Context: an optimization exercise on an open-source flow, tuned for small area, a short achievable clock period and few clock cycles per item. The choices shown serve that exercise and are no tape-out recipe.
Only simulation tests tie the RTL to the original design; equivalence was not proved.

Setup of v6:
## svf_bank
module svf_bank (
    input  wire        clk,
    input  wire        rst,
    input  wire        cmd_valid,
    output wire        cmd_ready,
    input  wire [2:0]  cmd_op,
    input  wire [3:0]  cmd_voice,
    input  wire [15:0] cmd_data,
    output reg         res_valid,
    output reg  [3:0]  res_voice,
    output reg  [23:0] res_y
);
    localparam OP_PROCESS   = 3'd0;
    localparam OP_SET_K     = 3'd1;
    localparam OP_SET_INVQ  = 3'd2;
    localparam OP_SET_MODE  = 3'd3;
    localparam OP_CLEAR     = 3'd4;
    localparam OP_CLEAR_ALL = 3'd5;
    localparam [15:0] K_RESET    = 16'd2332;    
    localparam [15:0] INVQ_RESET = 16'd16384;   
    reg        [15:0] k_r   [0:15];
    reg signed [23:0] lp1_r [0:15];
    reg signed [23:0] bp1_r [0:15];
    reg signed [23:0] lp2_r [0:15];
    reg signed [23:0] bp2_r [0:15];
    reg        [15:0] invq_r;
    reg        [1:0]  ftype_r;
    reg               fiter_r;
    reg        v0, v1;
    reg [2:0]  op0, op1;
    reg [3:0]  vc0, vc1;
    reg [15:0] d0, d1;
    reg rdy;      
    assign cmd_ready = rdy;
    wire take = cmd_valid & rdy;
    reg        rv, qv, tv;
    reg [3:0]  rvc, qvc, tvc;
    wire busy  = rv | qv | tv;
    wire match = (rv & (rvc == vc0)) | (qv & (qvc == vc0)) | (tv & (tvc == vc0));
    wire hold  = (op0 == OP_PROCESS) ? match :
                 (op0 == OP_CLEAR || op0 == OP_CLEAR_ALL) ? busy : 1'b0;
    wire issue = v0 & ~hold;
    wire free0 = ~v0 | issue;
    always @(posedge clk) begin
        if (rst) begin
            v0  <= 1'b0;
            v1  <= 1'b0;
            rdy <= 1'b1;
        end else if (free0) begin
            v0  <= v1 | take;
            v1  <= 1'b0;
            rdy <= 1'b1;
        end else if (take) begin
            v1  <= 1'b1;
            rdy <= 1'b0;
        end
        if (free0) begin
            op0 <= v1 ? op1 : cmd_op;
            vc0 <= v1 ? vc1 : cmd_voice;
  ...
Size in the first run: about 2300 flip-flops, roughly 56 I/O pins.
export LEC_CHECK = 0
export CAP_MARGIN = 20
export CORE_MARGIN = 2
export CORE_UTILIZATION = 60
export SLEW_MARGIN = 20
export SYNTH_HIERARCHICAL = 1
export SYNTH_MINIMUM_KEEP_SIZE = 0
create_clock -name core_clock -period 36.0 [get_ports {clk}]
standard.sh (not shown) runs the stock make flow with config.mk's settings and CLKGATE_MAP_FILE= SYNTH_SCRIPT=/design/flow/synth_recipe.tcl, a recipe that flattens the netlist after the stock synthesis.
==> flow/flow/run.sh <==
#!/bin/bash
# The standard layout (the standard.sh) with three changes to how it is made:
#  - repair_timing is asked to leave 27.5 ns of setup slack at the design's
#    36 ns clock, so that it sizes and buffers the design for the period it
#    actually achieves;
#  - the port buffers are buf_4 cells instead of the delay buffer that
#    buffer_ports picks by default;
#  - clock tree synthesis runs without dummy loads, with clusters of up to 25 sinks.
set -euo pipefail
bash standard.sh SETUP_SLACK_MARGIN=27.5 "BUFFER_PORTS_ARGS=-buffer_cell sky130_fd_sc_hd__buf_4" \
  "CTS_ARGS=-sink_clustering_enable -repair_clock_nets -dont_use_dummy_load -sink_clustering_size 25" finish > standard.log 2>&1
No stage failed in v6, and the final checks on the layout all came back clean.
Testbench counts of v6, summed over its fixed seeds: cycles 13,018, items 10,240.
Modified inputs, v7 compared to v6
# v6
export LEC_CHECK = 0
export CAP_MARGIN = 20
export CORE_MARGIN = 2
export CORE_UTILIZATION = 60
export SLEW_MARGIN = 20
export SYNTH_HIERARCHICAL = 1
export SYNTH_MINIMUM_KEEP_SIZE = 0
create_clock -name core_clock -period 36.0 [get_ports {clk}]
# v7
export LEC_CHECK = 0
export CAP_MARGIN = 20
export CORE_MARGIN = 2
export CORE_UTILIZATION = 70
export SLEW_MARGIN = 20
export SYNTH_HIERARCHICAL = 1
export SYNTH_MINIMUM_KEEP_SIZE = 0
create_clock -name core_clock -period 36.0 [get_ports {clk}]
==> flow/flow/run.sh <==
#!/bin/bash
# The standard layout (the standard.sh) with three changes to how it is made:
#  - repair_timing is asked to leave 27.5 ns of setup slack at the design's
#    36 ns clock, so that it sizes and buffers the design for the period it
#    actually achieves;
#  - the port buffers are buf_4 cells instead of the delay buffer that
#    buffer_ports picks by default;
#  - clock tree synthesis runs without dummy loads.
set -euo pipefail
bash standard.sh SETUP_SLACK_MARGIN=27.5 "BUFFER_PORTS_ARGS=-buffer_cell sky130_fd_sc_hd__buf_4" \
  "CTS_ARGS=-sink_clustering_enable -repair_clock_nets -dont_use_dummy_load" finish > standard.log 2>&1
==> summary.txt <==
Looking at setup slack, v7 sits 0.015 ns above v6. On v7: hold slack is 0.012 ns higher than what v6 gave. Delta(share of cell area taken by flip-flops and latches, v7 - v6) > 0. The run showing the greater met3 track demand over resource is v7. From v6 to v7 the numbers moved as follows: die outline area fell about 14%; number of standard cells after synthesis about even. Portion of the clock cycle consumed by the worst path in the final layout across v6 and v7: no real change. Global-route usage was lower in v6 than in v7.

---

## run A
Another version of the RTL of svf_bank (not shown whole).
Size in the first run: ~11000 cells after synthesis, roughly 2300 flip-flops, ~56 I/O pins, about 150000 sq um of cells after synthesis.
==> flow/config.mk <==
export PLATFORM = sky130hd
export DESIGN_NAME = svf_bank
export DESIGN_NICKNAME = svf_bank
export VERILOG_FILES = /design/flow/design.v
export SDC_FILE = /design/flow/constraint.sdc
export NUM_CORES = 4
export LEC_CHECK = 0
export CAP_MARGIN = 20
export CORE_MARGIN = 2
export CORE_UTILIZATION = 60
export CTS_BUF_LIST = sky130_fd_sc_hd__clkbuf_8
export CTS_CLUSTER_SIZE = 20
export SLEW_MARGIN = 20
export SYNTH_HIERARCHICAL = 1
export SYNTH_MINIMUM_KEEP_SIZE = 0
==> flow/constraint.sdc <==
create_clock -name core_clock -period 36.0 [get_ports {clk}]
set_input_delay 7.2000 -clock core_clock [delete_from_list [all_inputs] [get_ports {clk}]]
set_output_delay 7.2000 -clock core_clock [all_outputs]
set_load 0.01 [all_outputs]
==> flow/flow/run.sh <==
#!/bin/bash
# The standard layout (the standard.sh) with two changes to how it is made:
#  - repair_timing is asked to leave 27.4 ns of setup slack at the design's
#    36 ns clock, so that it sizes and buffers the design for the period it
#    actually achieves;
#  - the port buffers are buf_4 cells instead of the delay buffer that
#    buffer_ports picks by default.
set -euo pipefail
bash standard.sh SETUP_SLACK_MARGIN=27.4 "BUFFER_PORTS_ARGS=-buffer_cell sky130_fd_sc_hd__buf_4" finish > standard.log 2>&1
Testbench counts of run A, summed over its fixed seeds: cycles 13,018, items 10,240.
## Diff of input files: run B against run A
# run A
export LEC_CHECK = 0
export CAP_MARGIN = 20
export CORE_MARGIN = 2
export CORE_UTILIZATION = 60
export CTS_BUF_LIST = sky130_fd_sc_hd__clkbuf_8
export CTS_CLUSTER_SIZE = 20
export SLEW_MARGIN = 20
export SYNTH_HIERARCHICAL = 1
export SYNTH_MINIMUM_KEEP_SIZE = 0
create_clock -name core_clock -period 36.0 [get_ports {clk}]
# run B
export LEC_CHECK = 0
export CAP_MARGIN = 20
export CORE_MARGIN = 2
export CORE_UTILIZATION = 70
export SLEW_MARGIN = 20
export SYNTH_HIERARCHICAL = 1
export SYNTH_MINIMUM_KEEP_SIZE = 0
create_clock -name core_clock -period 36.0 [get_ports {clk}]
==> flow/flow/run.sh <==
#!/bin/bash
# The standard layout (the standard.sh) with three changes to how it is made:
#  - repair_timing is asked to leave 27.5 ns of setup slack at the design's
#    36 ns clock, so that it sizes and buffers the design for the period it
#    actually achieves;
#  - the port buffers are buf_4 cells instead of the delay buffer that
#    buffer_ports picks by default;
#  - clock tree synthesis runs without dummy loads.
set -euo pipefail
bash standard.sh SETUP_SLACK_MARGIN=27.5 "BUFFER_PORTS_ARGS=-buffer_cell sky130_fd_sc_hd__buf_4" \
  "CTS_ARGS=-sink_clustering_enable -repair_clock_nets -dont_use_dummy_load" finish > standard.log 2>&1
[summary]
- | share of async-settable or async-resettable flops after synthesis | run A vs run B | ≈ equal |
- The run showing the smaller multi-input logic portion of the cell area is run A.
- The run showing the greater overall routing resource usage is run B.
- The final layouts of run B and run A pass the timing, DRC and antenna checks.
- Total number of vias went up slightly going from run A to run B.
- NOTE: wire length in run B falls short of that of run A
- Measured against run B, the floorplan core area of run A comes out at 1.16 times the reference value.
- Comparing run B and run A, worst setup slack after layout is higher on run B.
The inputs of run C differ from those of run B as listed below.
# run B
export LEC_CHECK = 0
export CAP_MARGIN = 20
export CORE_MARGIN = 2
export CORE_UTILIZATION = 70
export SLEW_MARGIN = 20
export SYNTH_HIERARCHICAL = 1
export SYNTH_MINIMUM_KEEP_SIZE = 0
create_clock -name core_clock -period 36.0 [get_ports {clk}]
# run C
export LEC_CHECK = 0
export CAP_MARGIN = 20
export CORE_MARGIN = 2
export CORE_UTILIZATION = 60
export SLEW_MARGIN = 20
export SYNTH_HIERARCHICAL = 1
export SYNTH_MINIMUM_KEEP_SIZE = 0
create_clock -name core_clock -period 36.0 [get_ports {clk}]
==> flow/run.sh (new file) <==
#!/bin/bash
# synth_recipe.tcl (not shown) runs the flow's synth.tcl, then flattens the netlist and writes it again
# the make line also repeats each setting of config.mk as NAME=value (left out here)
make -C /OpenROAD-flow-scripts/flow DESIGN_CONFIG=/design/flow/config.mk WORK_HOME=/design/flow/orfs CLKGATE_MAP_FILE= SYNTH_SCRIPT=/design/flow/synth_recipe.tcl finish
removed: flow/flow/run.sh
removed: flow/standard.sh
[summary]
Run B ended with every stage complete and zero timing, DRC or antenna violations.
Run C | status: complete | timing, DRC, antenna: pass
Measured against each other, run C and run B differ in delay of the slowest critical-path stage, the higher figure coming from run C.
Run C vs. run B: fraction of area in multi-input gates dropped 0.82 points; routed length on met2 climbed about 6.5%.
Run C against run B: initial antenna violation count shrank by 2.9%; relative area change from synthesis to final layout grew by 2.2 points; initial standard-cell utilization of the core shrank by 9.9 points; antenna cell count shrank by 18%.
The following lists how run D was set up differently from run C:
==> flow/flow/run.sh (new file) <==
#!/bin/bash
# The standard layout (the standard.sh) with three changes to how it is made:
#  - repair_timing is asked to leave 27.4 ns of setup slack at the design's
#    36 ns clock, so that it sizes and buffers the design for the period it
#    actually achieves;
#  - the port buffers are buf_4 cells instead of the delay buffer that
#    buffer_ports picks by default;
#  - clock tree synthesis runs without dummy loads.
set -euo pipefail
bash standard.sh SETUP_SLACK_MARGIN=27.4 "BUFFER_PORTS_ARGS=-buffer_cell sky130_fd_sc_hd__buf_4" \
  "CTS_ARGS=-sink_clustering_enable -repair_clock_nets -dont_use_dummy_load" finish > standard.log 2>&1
==> flow/standard.sh (new file) <==
#!/bin/bash
# synth_recipe.tcl (not shown) runs the flow's synth.tcl, then flattens the netlist and writes it again
# the make line also repeats each setting of config.mk as NAME=value (left out here)
make -C /OpenROAD-flow-scripts/flow DESIGN_CONFIG=/design/flow/config.mk WORK_HOME=/design/flow/orfs CLKGATE_MAP_FILE= SYNTH_SCRIPT=/design/flow/synth_recipe.tcl "${@:-finish}"
removed: flow/run.sh
==> summary.txt <==
Summary of run D over run C: synthesis-to-finish area growth decreased by 1.5 points relative to the old numbers, count of flip-flops with a built-in enable after synthesis was more or less identical, global-route usage +0.86 points, amount of wire on met3 after detailed routing climbed 0.97%.
Run D -> run C: layout buffer count excluding clock buffers flat

[afterwards: timing with drivers on the ports]
The results above use ideal ports. As a check the final layouts listed here were re-extracted and re-timed, cells and wires unchanged.
Step 1: set_driving_cell puts a clkbuf_16 on clk and a buf_2 on each other input, an assumption about the parent block.
Step 2, shift: input delay + t, output delay - t, t = (earliest + latest rising clock arrival at the registers) / 2. This alone moves slack from input paths to output paths.
a / b / c = ideal / step 1 / step 2; a / b = the first two.
run	t, ns	setup WS [ns]	worst hold slack (ns)	worst data-port slew with drivers (ns)
v6	0.989	27.415 / 27.316 / 27.634	0.313 / 0.313 / 0.313	0.05
v7	0.957	27.430 / 27.333 / 27.577	0.325 / 0.325 / 0.325	0.04
run A	1.206	27.182 / 27.074 / 27.421	0.320 / 0.320 / 0.320	0.10
run B	0.943	27.340 / 27.241 / 27.501	0.310 / 0.310 / 0.310	0.14
run C	0.995	26.749 / 26.649 / 27.416	0.317 / 0.317 / 0.317	0.04
run D	0.968	27.393 / 27.309 / 27.437	0.323 / 0.323 / 0.323	0.10
After both steps every run listed still meets setup and hold.
